What follows belongs to an exercise in optimizing a design on an open flow for small area, a short achievable clock period and few clock cycles; a production flow would make more cautious choices.
At most, simulation tests tie the RTL to the original design; equivalence was not proved.

==> inputs of run a <==
Design rlec, start of the top module:
module rlec (
    input  wire        clk,
    input  wire        rst_n,
    input  wire [3:0]  reg_addr,
    input  wire        reg_we,
    input  wire [31:0] reg_wdata,
    output reg  [31:0] reg_rdata,
    output wire        busy,
    output wire        ibuf_req,
    output wire [15:0] ibuf_addr,
    input  wire        ibuf_gnt,
    input  wire [7:0]  ibuf_rdata,
    output wire        obuf_req,
    output wire [15:0] obuf_addr,
    output wire [7:0]  obuf_wdata,
    input  wire        obuf_gnt
);
export LEC_CHECK = 0
export ABC_CLOCK_PERIOD_IN_PS = 5000
export CAP_MARGIN = 20
export CORE_MARGIN = 2
export CORE_UTILIZATION = 70
export CTS_BUF_LIST = sky130_fd_sc_hd__clkbuf_8
export CTS_CLUSTER_DIAMETER = 50
export CTS_CLUSTER_SIZE = 10
export PLACE_DENSITY = 0.8
export SETUP_SLACK_MARGIN = 4.7
export SLEW_MARGIN = 20
create_clock -name core_clock -period 10.0 [get_ports {clk}]
run.sh (not shown) runs the stock make flow with config.mk's settings and CLKGATE_MAP_FILE= SYNTH_SCRIPT=/design/flow/synth_recipe.tcl, a recipe that flattens the netlist after the stock synthesis.
==> run b: changes against run a <==
--- a/flow/design.v
+++ b/flow/design.v
@@ -33,16 +33,16 @@
     reg [1:0]  state;
     reg [1:0]  fmt;              
     reg        dec;
     reg [4:0]  mcnt;             
     reg [16:0] npix;
     reg        big;              
     reg        dv;               
-    reg [7:0]  qin;              
-    wire       qv = dv;
+    reg [7:0]  qd;               
+    reg        qv;
     reg [16:0] pidx;             
     reg [6:0]  acc_val;
     reg [16:0] acc_len;
     reg        p_done;           
     reg        rdy;              
     reg [2:0]  aerr;             
     reg [1:0]  bi;               
@@ -60,29 +60,28 @@
     wire cmd_wr    = cfg_we && (reg_addr == R_CMD) && (reg_wdata != 32'd0);
     wire cmd_legal = (reg_wdata[31:5] == 27'd0) && (reg_wdata[3:2] == 2'd0) && (reg_wdata[1:0] != 2'd0);
     wire dim_we    = cfg_we && ((reg_addr == R_WIDTH) || (reg_addr == R_HEIGHT));
     wire        m_bit = height[mcnt[3:0]];
     wire [17:0] m_sum = {npix, 1'b0} + {2'd0, m_bit ? width : 16'd0};
     wire        m_big = m_sum[17] || (m_sum[16] && (m_sum[15:0] != 16'd0));
     wire [16:0] out_len1 = out_len + 17'd1;
-    reg         cap_full;        
-    wire        e_ovf    = !dec && cap_full;
+    wire        e_ovf    = !dec && (out_len == out_cap[16:0]);
     reg  [7:0]  e_byte;
     reg         e_rlast;         
     reg         e_last;          
     reg  [11:0] e_dec;           
     reg  [1:0]  b_k;
     wire        c_ext = (ev[3:0] == 4'd0) || (ev[3:0] == 4'd15);
-    reg         el_one, el_lt128, el_lt16k, el_lt4k, el_lt16;
-    wire        c_gt  = c_ext ? !el_lt4k : !el_lt16;
+    wire        c_gt  = c_ext ? (el[16:12] != 5'd0) : (el[16:4] != 13'd0);
     wire [11:0] c_n   = c_gt ? (c_ext ? 12'd4095 : 12'd15) : el[11:0];
+    wire        el_one = (el == 17'd1);
     always @(*) begin
         if (el_one)                    b_k = 2'd0;
-        else if (el_lt128)             b_k = 2'd1;
-        else if (el_lt16k)             b_k = 2'd2;
+        else if (el[16:7] == 10'd0)    b_k = 2'd1;
+        else if (el[16:14] == 3'd0)    b_k = 2'd2;
         else                           b_k = 2'd3;
         e_byte  = 8'd0;
         e_rlast = 1'b1;
         e_last  = 1'b1;
         e_dec   = 12'd1;
         if (dec) begin
             case (fmt)
@@ -127,15 +126,15 @@
     end
     wire e_req   = run && e_act && !e_ovf;                
     wire e_step  = e_req && obuf_gnt;                     
     wire em_free = !e_act || (obuf_gnt && e_last && !e_ovf);
     wire [16:0] pidx1    = pidx + 17'd1;
     wire [16:0] acc_inc  = acc_len + 17'd1;
     wire        acc_nz   = (acc_len != 17'd0);
-    wire        e_mism   = acc_nz && (qin[6:0] != acc_val);
+    wire        e_mism   = acc_nz && (qd[6:0] != acc_val);
     wire        e_cap    = (fmt == F_A) && (acc_len == 17'd124) && !e_mism;
     wire        e_need   = e_mism || e_cap;
     wire        enc_take = run && !dec && !p_done && qv && (!e_need || em_free);
     wire        enc_fin  = run && !dec && p_done && acc_nz && em_free;
     wire        enc_ovf  = run && !dec && e_act && e_ovf;
     wire        enc_end  = run && !dec && p_done && !acc_nz && !e_act;
     wire [17:0] r_diff  = {1'b0, npix} - {1'b0, acc_len};
@@ -159,90 +158,92 @@
         a_brem = brem;
         a_sml  = sml;
         a_ov   = ov;
         a_done = 1'b0;
         a_err  = E_NONE;
         case (fmt)
             F_A: begin
-                a_val  = {6'd0, qin[7]};
-                a_len  = {10'd0, qin[6:0]};
-                a_sml  = (qin[6:0] == 7'd0) || (qin[6:0] > 7'd125);
+                a_val  = {6'd0, qd[7]};
+                a_len  = {10'd0, qd[6:0]};
+                a_sml  = (qd[6:0] == 7'd0) || (qd[6:0] > 7'd125);
                 a_ov   = 1'b0;
                 a_done = 1'b1;
             end
             F_B: begin
                 if (bi == 2'd0) begin
-                    a_val = qin[6:0];
+                    a_val = qd[6:0];
                     a_len = 17'd1;
                     a_sml = 1'b0;
                     a_ov  = 1'b0;
-                    if (!qin[7]) a_done = 1'b1;
+                    if (!qd[7]) a_done = 1'b1;
                     else        a_bi   = 2'd1;
                 end else if (bi == 2'd1) begin
                     a_bi = 2'd2;
-                    if (!qin[7]) begin
-                        a_len  = {10'd0, qin[6:0]};
-                        a_sml  = (qin[6:1] == 6'd0);
+                    if (!qd[7]) begin
+                        a_len  = {10'd0, qd[6:0]};
+                        a_sml  = (qd[6:1] == 6'd0);
                         a_done = 1'b1;
-                    end else if (!qin[6]) begin
-                        a_len  = {11'd0, qin[5:0]};
+                    end else if (!qd[6]) begin
+                        a_len  = {11'd0, qd[5:0]};
                         a_brem = 2'd1;
-                    end else if (!qin[5]) begin
-                        a_len  = {12'd0, qin[4:0]};
+                    end else if (!qd[5]) begin
+                        a_len  = {12'd0, qd[4:0]};
                         a_brem = 2'd2;
-                    end else if (!qin[4]) begin
-                        a_len  = {13'd0, qin[3:0]};
+                    end else if (!qd[4]) begin
+                        a_len  = {13'd0, qd[3:0]};
                         a_brem = 2'd3;
                     end else begin
                         a_err  = E_MALFORMED;
                         a_done = 1'b1;
                     end
                 end else begin
-                    a_len  = {acc_len[8:0], qin};
+                    a_len  = {acc_len[8:0], qd};
                     a_ov   = ov || (acc_len[16:9] != 8'd0);
                     a_bi   = 2'd3;
                     a_brem = brem - 2'd1;
                     if (bi == 2'd2) begin
                         case (brem)
-                            2'd1:    a_sml = (acc_len == 17'd0) && !qin[7];
-                            2'd2:    a_sml = (acc_len == 17'd0) && (qin[7:6] == 2'd0);
-                            default: a_sml = (acc_len == 17'd0) && (qin[7:5] == 3'd0);
+                            2'd1:    a_sml = (acc_len == 17'd0) && !qd[7];
+                            2'd2:    a_sml = (acc_len == 17'd0) && (qd[7:6] == 2'd0);
+                            default: a_sml = (acc_len == 17'd0) && (qd[7:5] == 3'd0);
                         endcase
                     end
                     if (brem == 2'd1) a_done = 1'b1;
                 end
             end
             default: begin
                 a_ov = 1'b0;
                 if (bi == 2'd0) begin
-                    a_val = {3'd0, qin[7:4]};
-                    a_len = {13'd0, qin[3:0]};
-                    a_sml = (qin[3:0] == 4'd0);
-                    if (qin[7:4] == 4'h0 || qin[7:4] == 4'hF) a_bi = 2'd1;
+                    a_val = {3'd0, qd[7:4]};
+                    a_len = {13'd0, qd[3:0]};
+                    a_sml = (qd[3:0] == 4'd0);
+                    if (qd[7:4] == 4'h0 || qd[7:4] == 4'hF) a_bi = 2'd1;
                     else a_done = 1'b1;
                 end else begin
-                    a_len  = {5'd0, acc_len[3:0], qin};
-                    a_sml  = ({acc_len[3:0], qin} == 12'd0);
+                    a_len  = {5'd0, acc_len[3:0], qd};
+                    a_sml  = ({acc_len[3:0], qd} == 12'd0);
                     a_done = 1'b1;
                 end
             end
         endcase
         if (a_done) a_bi = 2'd0;
     end
     wire take = enc_take || dec_take;
-    wire drop = dv && !take;     
+    wire hold = qv && !take;
+    reg [7:0] qin;
     always @(*) begin
         if (dec) qin = ibuf_rdata;
         else case (fmt)
             F_A:     qin = {7'd0, ({1'b0, ibuf_rdata} >= a_thresh)};
             F_B:     qin = {1'b0, ibuf_rdata[7:1]};
             default: qin = {4'd0, ibuf_rdata[7:4]};
         endcase
     end
-    assign ibuf_addr  = dv ? pidx1[15:0] : pidx[15:0];
+    wire [15:0] pidx2 = {pidx[15:1] + 15'd1, pidx[0]};
+    assign ibuf_addr  = (qv && dv) ? pidx2 : ((qv || dv) ? pidx1[15:0] : pidx[15:0]);
     assign busy       = st_busy;
     assign ibuf_req   = st_busy;
     assign obuf_req   = e_req;
     assign obuf_addr  = out_len[15:0];
     assign obuf_wdata = e_byte;
     wire [15:0] rsel = 16'd1 << reg_addr;
     always @(*) begin
@@ -269,15 +270,14 @@
         else if (bad_cap)  s_err = E_PARAM;
         else if (zero_dim) s_err = mode[1] ? E_NONE : E_PARAM;
         else               s_err = E_PARAM;
     end
     wire       fin     = s_end || enc_ovf || enc_end || dec_end;
     wire [2:0] fin_err = s_end ? s_err : (enc_ovf ? E_OVERFLOW : (dec ? perr : E_NONE));
     wire e_load  = (enc_take && e_need) || enc_fin || (d_hand && acc_nz);
-    wire [16:0] el_nx = e_load ? ((enc_take && e_cap) ? 17'd125 : acc_len) : (el - {5'd0, e_dec});
     wire ip_load = (enc_take && e_need) || enc_fin || enc_end || d_hand;
     always @(posedge clk) begin
         if (!rst_n) begin
             width    <= 16'd0;
             height   <= 16'd0;
             a_thresh <= 9'h0FF;
             mode     <= 2'd0;
@@ -285,31 +285,28 @@
             out_cap  <= 32'h0001_0000;
             out_len  <= 17'd0;
             in_pos   <= 17'd0;
             st_busy  <= 1'b0;
             st_done  <= 1'b0;
             st_err   <= E_NONE;
             state    <= S_IDLE;
-            cap_full <= 1'b0;
         end else begin
             if (cfg_we) begin
                 case (reg_addr)
                     R_WIDTH:  width    <= reg_wdata[15:0];
                     R_HEIGHT: height   <= reg_wdata[15:0];
                     R_ATHR:   a_thresh <= reg_wdata[8:0];
                     R_MODE:   mode     <= reg_wdata[1:0];
                     R_INLEN:  in_len   <= reg_wdata;
                     R_OUTCAP: out_cap  <= reg_wdata;
                     default: ;
                 endcase
             end
             if (cmd_wr)    out_len <= 17'd0;
             else if (e_step) out_len <= out_len1;
-            if (cmd_wr)      cap_full <= (out_cap[16:0] == 17'd0);
-            else if (e_step) cap_full <= (out_len1 == out_cap[16:0]);
             if (cmd_wr)       in_pos <= 17'd0;
             else if (ip_load) in_pos <= pidx;
             if (cmd_wr) begin
                 st_busy <= 1'b1;
                 st_done <= 1'b0;
                 st_err  <= E_NONE;
                 state   <= S_START;
@@ -327,40 +324,39 @@
         if (cmd_wr) begin
             fmt <= cmd_legal ? reg_wdata[1:0] : 2'd0;
             dec <= reg_wdata[4];
         end
         if (dim_we || dec_end) begin
             npix <= 17'd0;
             big  <= 1'b0;
+            mcnt <= 5'h1F;
         end else if (mcnt[4]) begin
             npix <= m_sum[16:0];
             big  <= big || m_big;
+            mcnt <= mcnt - 5'd1;
         end else if (d_hand && acc_nz) begin
             npix <= r_diff[16:0];
         end
-        if (!rst_n)
-            mcnt <= 5'd0;
-        else if (dim_we || dec_end)
-            mcnt <= 5'h1F;
-        else if (mcnt[4])
-            mcnt <= mcnt - 5'd1;
         if (start) begin
             dv   <= 1'b0;
+            qv   <= 1'b0;
             pidx <= 17'd0;
         end else begin
-            dv <= ibuf_gnt && !drop;
+            dv <= ibuf_gnt && !hold;
+            qv <= hold || dv;
+            if (!hold) qd <= qin;
             if (take) pidx <= pidx1;
         end
         if (start || enc_fin || (enc_take && e_cap))
             acc_len <= 17'd0;
         else if (enc_take)
             acc_len <= e_mism ? 17'd1 : acc_inc;
         else if (dec_take)
             acc_len <= a_len;
-        if (enc_take)      acc_val <= qin[6:0];
+        if (enc_take)      acc_val <= qd[6:0];
         else if (dec_take) acc_val <= a_val;
         if (start)
             p_done <= 1'b0;
         else if ((enc_take && pidx1 == npix) || (d_chk && (d_bad || (acc_nz && em_free && r_diff[16:0] == 17'd0))))
             p_done <= 1'b1;
         if (start || d_hand) rdy <= 1'b0;
         if (d_go && (d_trunc || (qv && a_done))) rdy <= 1'b1;
@@ -385,22 +381,18 @@
             e_act <= 1'b0;
         else if (e_load)
             e_act <= 1'b1;
         else if (e_step && e_last)
             e_act <= 1'b0;
         if (e_load) begin
             ev <= acc_val;
+            el <= (enc_take && e_cap) ? 17'd125 : acc_len;
             ei <= 2'd0;
         end else if (e_step) begin
-            if (e_rlast) ei <= 2'd0;
-            else         ei <= ei + 2'd1;
-        end
-        if (e_load || (e_step && e_rlast)) begin
-            el       <= el_nx;
-            el_one   <= (el_nx == 17'd1);
-            el_lt128 <= (el_nx[16:7] == 10'd0);
-            el_lt16k <= (el_nx[16:14] == 3'd0);
-            el_lt4k  <= (el_nx[16:12] == 5'd0);
-            el_lt16  <= (el_nx[16:4] == 13'd0);
+            if (e_rlast) begin
+                ei <= 2'd0;
+                el <= el - {5'd0, e_dec};
+            end else
+                ei <= ei + 2'd1;
         end
     end
 endmodule
==> flow/config.mk (replaced) <==
export PLATFORM = sky130hd
export DESIGN_NAME = rlec
export DESIGN_NICKNAME = rlec
export VERILOG_FILES = /design/flow/design.v
export SDC_FILE = /design/flow/constraint.sdc
export NUM_CORES = 4
export LEC_CHECK = 0
export ABC_CLOCK_PERIOD_IN_PS = 5000
export CAP_MARGIN = 20
export CORE_MARGIN = 2
export CORE_UTILIZATION = 65
export PLACE_DENSITY = 0.75
export SETUP_SLACK_MARGIN = 4.7
export SLEW_MARGIN = 20
==> run c: changes against run a <==
--- a/flow/design.v
+++ b/flow/design.v
@@ -33,16 +33,16 @@
     reg [1:0]  state;
     reg [1:0]  fmt;              
     reg        dec;
     reg [4:0]  mcnt;             
     reg [16:0] npix;
     reg        big;              
     reg        dv;               
-    reg [7:0]  qin;              
-    wire       qv = dv;
+    reg [7:0]  qd;               
+    reg        qv;
     reg [16:0] pidx;             
     reg [6:0]  acc_val;
     reg [16:0] acc_len;
     reg        p_done;           
     reg        rdy;              
     reg [2:0]  aerr;             
     reg [1:0]  bi;               
@@ -127,15 +127,15 @@
     end
     wire e_req   = run && e_act && !e_ovf;                
     wire e_step  = e_req && obuf_gnt;                     
     wire em_free = !e_act || (obuf_gnt && e_last && !e_ovf);
     wire [16:0] pidx1    = pidx + 17'd1;
     wire [16:0] acc_inc  = acc_len + 17'd1;
     wire        acc_nz   = (acc_len != 17'd0);
-    wire        e_mism   = acc_nz && (qin[6:0] != acc_val);
+    wire        e_mism   = acc_nz && (qd[6:0] != acc_val);
     wire        e_cap    = (fmt == F_A) && (acc_len == 17'd124) && !e_mism;
     wire        e_need   = e_mism || e_cap;
     wire        enc_take = run && !dec && !p_done && qv && (!e_need || em_free);
     wire        enc_fin  = run && !dec && p_done && acc_nz && em_free;
     wire        enc_ovf  = run && !dec && e_act && e_ovf;
     wire        enc_end  = run && !dec && p_done && !acc_nz && !e_act;
     wire [17:0] r_diff  = {1'b0, npix} - {1'b0, acc_len};
@@ -159,90 +159,92 @@
         a_brem = brem;
         a_sml  = sml;
         a_ov   = ov;
         a_done = 1'b0;
         a_err  = E_NONE;
         case (fmt)
             F_A: begin
-                a_val  = {6'd0, qin[7]};
-                a_len  = {10'd0, qin[6:0]};
-                a_sml  = (qin[6:0] == 7'd0) || (qin[6:0] > 7'd125);
+                a_val  = {6'd0, qd[7]};
+                a_len  = {10'd0, qd[6:0]};
+                a_sml  = (qd[6:0] == 7'd0) || (qd[6:0] > 7'd125);
                 a_ov   = 1'b0;
                 a_done = 1'b1;
             end
             F_B: begin
                 if (bi == 2'd0) begin
-                    a_val = qin[6:0];
+                    a_val = qd[6:0];
                     a_len = 17'd1;
                     a_sml = 1'b0;
                     a_ov  = 1'b0;
-                    if (!qin[7]) a_done = 1'b1;
+                    if (!qd[7]) a_done = 1'b1;
                     else        a_bi   = 2'd1;
                 end else if (bi == 2'd1) begin
                     a_bi = 2'd2;
-                    if (!qin[7]) begin
-                        a_len  = {10'd0, qin[6:0]};
-                        a_sml  = (qin[6:1] == 6'd0);
+                    if (!qd[7]) begin
+                        a_len  = {10'd0, qd[6:0]};
+                        a_sml  = (qd[6:1] == 6'd0);
                         a_done = 1'b1;
-                    end else if (!qin[6]) begin
-                        a_len  = {11'd0, qin[5:0]};
+                    end else if (!qd[6]) begin
+                        a_len  = {11'd0, qd[5:0]};
                         a_brem = 2'd1;
-                    end else if (!qin[5]) begin
-                        a_len  = {12'd0, qin[4:0]};
+                    end else if (!qd[5]) begin
+                        a_len  = {12'd0, qd[4:0]};
                         a_brem = 2'd2;
-                    end else if (!qin[4]) begin
-                        a_len  = {13'd0, qin[3:0]};
+                    end else if (!qd[4]) begin
+                        a_len  = {13'd0, qd[3:0]};
                         a_brem = 2'd3;
                     end else begin
                         a_err  = E_MALFORMED;
                         a_done = 1'b1;
                     end
                 end else begin
-                    a_len  = {acc_len[8:0], qin};
+                    a_len  = {acc_len[8:0], qd};
                     a_ov   = ov || (acc_len[16:9] != 8'd0);
                     a_bi   = 2'd3;
                     a_brem = brem - 2'd1;
                     if (bi == 2'd2) begin
                         case (brem)
-                            2'd1:    a_sml = (acc_len == 17'd0) && !qin[7];
-                            2'd2:    a_sml = (acc_len == 17'd0) && (qin[7:6] == 2'd0);
-                            default: a_sml = (acc_len == 17'd0) && (qin[7:5] == 3'd0);
+                            2'd1:    a_sml = (acc_len == 17'd0) && !qd[7];
+                            2'd2:    a_sml = (acc_len == 17'd0) && (qd[7:6] == 2'd0);
+                            default: a_sml = (acc_len == 17'd0) && (qd[7:5] == 3'd0);
                         endcase
                     end
                     if (brem == 2'd1) a_done = 1'b1;
                 end
             end
             default: begin
                 a_ov = 1'b0;
                 if (bi == 2'd0) begin
-                    a_val = {3'd0, qin[7:4]};
-                    a_len = {13'd0, qin[3:0]};
-                    a_sml = (qin[3:0] == 4'd0);
-                    if (qin[7:4] == 4'h0 || qin[7:4] == 4'hF) a_bi = 2'd1;
+                    a_val = {3'd0, qd[7:4]};
+                    a_len = {13'd0, qd[3:0]};
+                    a_sml = (qd[3:0] == 4'd0);
+                    if (qd[7:4] == 4'h0 || qd[7:4] == 4'hF) a_bi = 2'd1;
                     else a_done = 1'b1;
                 end else begin
-                    a_len  = {5'd0, acc_len[3:0], qin};
-                    a_sml  = ({acc_len[3:0], qin} == 12'd0);
+                    a_len  = {5'd0, acc_len[3:0], qd};
+                    a_sml  = ({acc_len[3:0], qd} == 12'd0);
                     a_done = 1'b1;
                 end
             end
         endcase
         if (a_done) a_bi = 2'd0;
     end
     wire take = enc_take || dec_take;
-    wire drop = dv && !take;     
+    wire hold = qv && !take;
+    reg [7:0] qin;
     always @(*) begin
         if (dec) qin = ibuf_rdata;
         else case (fmt)
             F_A:     qin = {7'd0, ({1'b0, ibuf_rdata} >= a_thresh)};
             F_B:     qin = {1'b0, ibuf_rdata[7:1]};
             default: qin = {4'd0, ibuf_rdata[7:4]};
         endcase
     end
-    assign ibuf_addr  = dv ? pidx1[15:0] : pidx[15:0];
+    wire [15:0] pidx2 = {pidx[15:1] + 15'd1, pidx[0]};
+    assign ibuf_addr  = (qv && dv) ? pidx2 : ((qv || dv) ? pidx1[15:0] : pidx[15:0]);
     assign busy       = st_busy;
     assign ibuf_req   = st_busy;
     assign obuf_req   = e_req;
     assign obuf_addr  = out_len[15:0];
     assign obuf_wdata = e_byte;
     wire [15:0] rsel = 16'd1 << reg_addr;
     always @(*) begin
@@ -341,26 +343,29 @@
             mcnt <= 5'd0;
         else if (dim_we || dec_end)
             mcnt <= 5'h1F;
         else if (mcnt[4])
             mcnt <= mcnt - 5'd1;
         if (start) begin
             dv   <= 1'b0;
+            qv   <= 1'b0;
             pidx <= 17'd0;
         end else begin
-            dv <= ibuf_gnt && !drop;
+            dv <= ibuf_gnt && !hold;
+            qv <= hold || dv;
+            if (!hold) qd <= qin;
             if (take) pidx <= pidx1;
         end
         if (start || enc_fin || (enc_take && e_cap))
             acc_len <= 17'd0;
         else if (enc_take)
             acc_len <= e_mism ? 17'd1 : acc_inc;
         else if (dec_take)
             acc_len <= a_len;
-        if (enc_take)      acc_val <= qin[6:0];
+        if (enc_take)      acc_val <= qd[6:0];
         else if (dec_take) acc_val <= a_val;
         if (start)
             p_done <= 1'b0;
         else if ((enc_take && pidx1 == npix) || (d_chk && (d_bad || (acc_nz && em_free && r_diff[16:0] == 17'd0))))
             p_done <= 1'b1;
         if (start || d_hand) rdy <= 1'b0;
         if (d_go && (d_trunc || (qv && a_done))) rdy <= 1'b1;
==> flow/config.mk (replaced) <==
export PLATFORM = sky130hd
export DESIGN_NAME = rlec
export DESIGN_NICKNAME = rlec
export VERILOG_FILES = /design/flow/design.v
export SDC_FILE = /design/flow/constraint.sdc
export NUM_CORES = 4
export LEC_CHECK = 0
export ABC_CLOCK_PERIOD_IN_PS = 5000
export CAP_MARGIN = 20
export CORE_MARGIN = 2
export CORE_UTILIZATION = 65
export CTS_BUF_LIST = sky130_fd_sc_hd__clkbuf_8
export CTS_CLUSTER_DIAMETER = 50
export CTS_CLUSTER_SIZE = 10
export PLACE_DENSITY = 0.75
export SETUP_SLACK_MARGIN = 5
export SLEW_MARGIN = 20
==> flow_metrics.tcl <==
set metrics [dict create \
    finalInstanceArea_mm2 0.02057 \
    final.period_utilization_pct 53.90 \
    status "finished clean" \
    place_congestion 1.020 \
    total_power_uw 2692 \
    worst-path-stages 7 \
    vias 19040 \
    place_inst 2637 \
    h-tree-depth 2 \
    grt_pass1_vias 18090 \
    met2_usage_pct 70.50 \
]
The numbers above come from run a.

==> flow_metrics.tcl <==
set metrics [dict create \
    final.period_utilization_pct 53.74 \
    multiInputGateArea_mm2 0.01223 \
    syn-num-nets 2479 \
    total_power_uw 3095 \
    synth_mux_area_share_pct 2.793 \
    fin_util_pct 77.52 \
    place_inst 2707 \
    power_density_mw_per_mm2 139.9 \
    routed-wl-met2_um 31720 \
    synth_ff_type "dfxtp_1" \
    status "finished clean" \
    vias 19470 \
    place_congestion 1.034 \
    h-tree-depth 2 \
    worst-path-stages 9 \
    rr_worst_depth 16 \
    syn_area_mm2 0.01877 \
    grt_pass1_vias 18490 \
]
The numbers above come from run c.

==> flow_metrics.tcl <==
set metrics [dict create \
    status "finished clean" \
    vias 19340 \
    total_power_uw 4073 \
    maxPowerGroup "sequential cells" \
    met2_usage_pct 67.17 \
    finalInstanceArea_mm2 0.02169 \
    worst-path-stages 13 \
    cp_slowest_cell "edfxtp_1" \
    h-tree-depth 1 \
    grt_pass1_vias 17490 \
    ys_ff_latch 265 \
    die-area_mm2 0.02975 \
    power_density_mw_per_mm2 187.8 \
    place_congestion 1.028 \
    synth_ff_type "dfxtp_1" \
]
The numbers above come from run b.

Testbench counts of run a, summed over its fixed seeds: cycles 398,828.
Testbench counts of run c, summed over its fixed seeds: cycles 399,155.
No functional check of the RTL was part of run b.

## what the ideal ports hide
The results above use ideal ports. As a check the final layouts listed here were re-extracted and re-timed, cells and wires unchanged. Step 1 assumes that a clkbuf_16 drives the clock port and a buf_2 every other input. Step 2 moves the port delays by t, midway between the first and last clock arrival at a register: inputs arrive t later, outputs are due t later. That takes back most of the time a late clock gives input paths. Slacks: ideal / step 1 / step 2; pairs: ideal / step 1.
| run | t, ns | slack for setup (ns) | worst register clock-pin slew, ns |
|---|---|---|---|
| run a | 0.607 | 4.610 / 4.560 / 4.143 | 0.08 / 0.08 |
| run b | 0.613 | 4.174 / 4.124 / 4.541 | 0.07 / 0.07 |
| run c | 0.603 | 4.626 / 4.572 / 4.572 | 0.08 / 0.08 |
After both steps every run listed still meets setup and hold. For run a, which loses most, drivers alone change the setup slack by -0.050 ns; drivers and shift together by -0.467 ns.
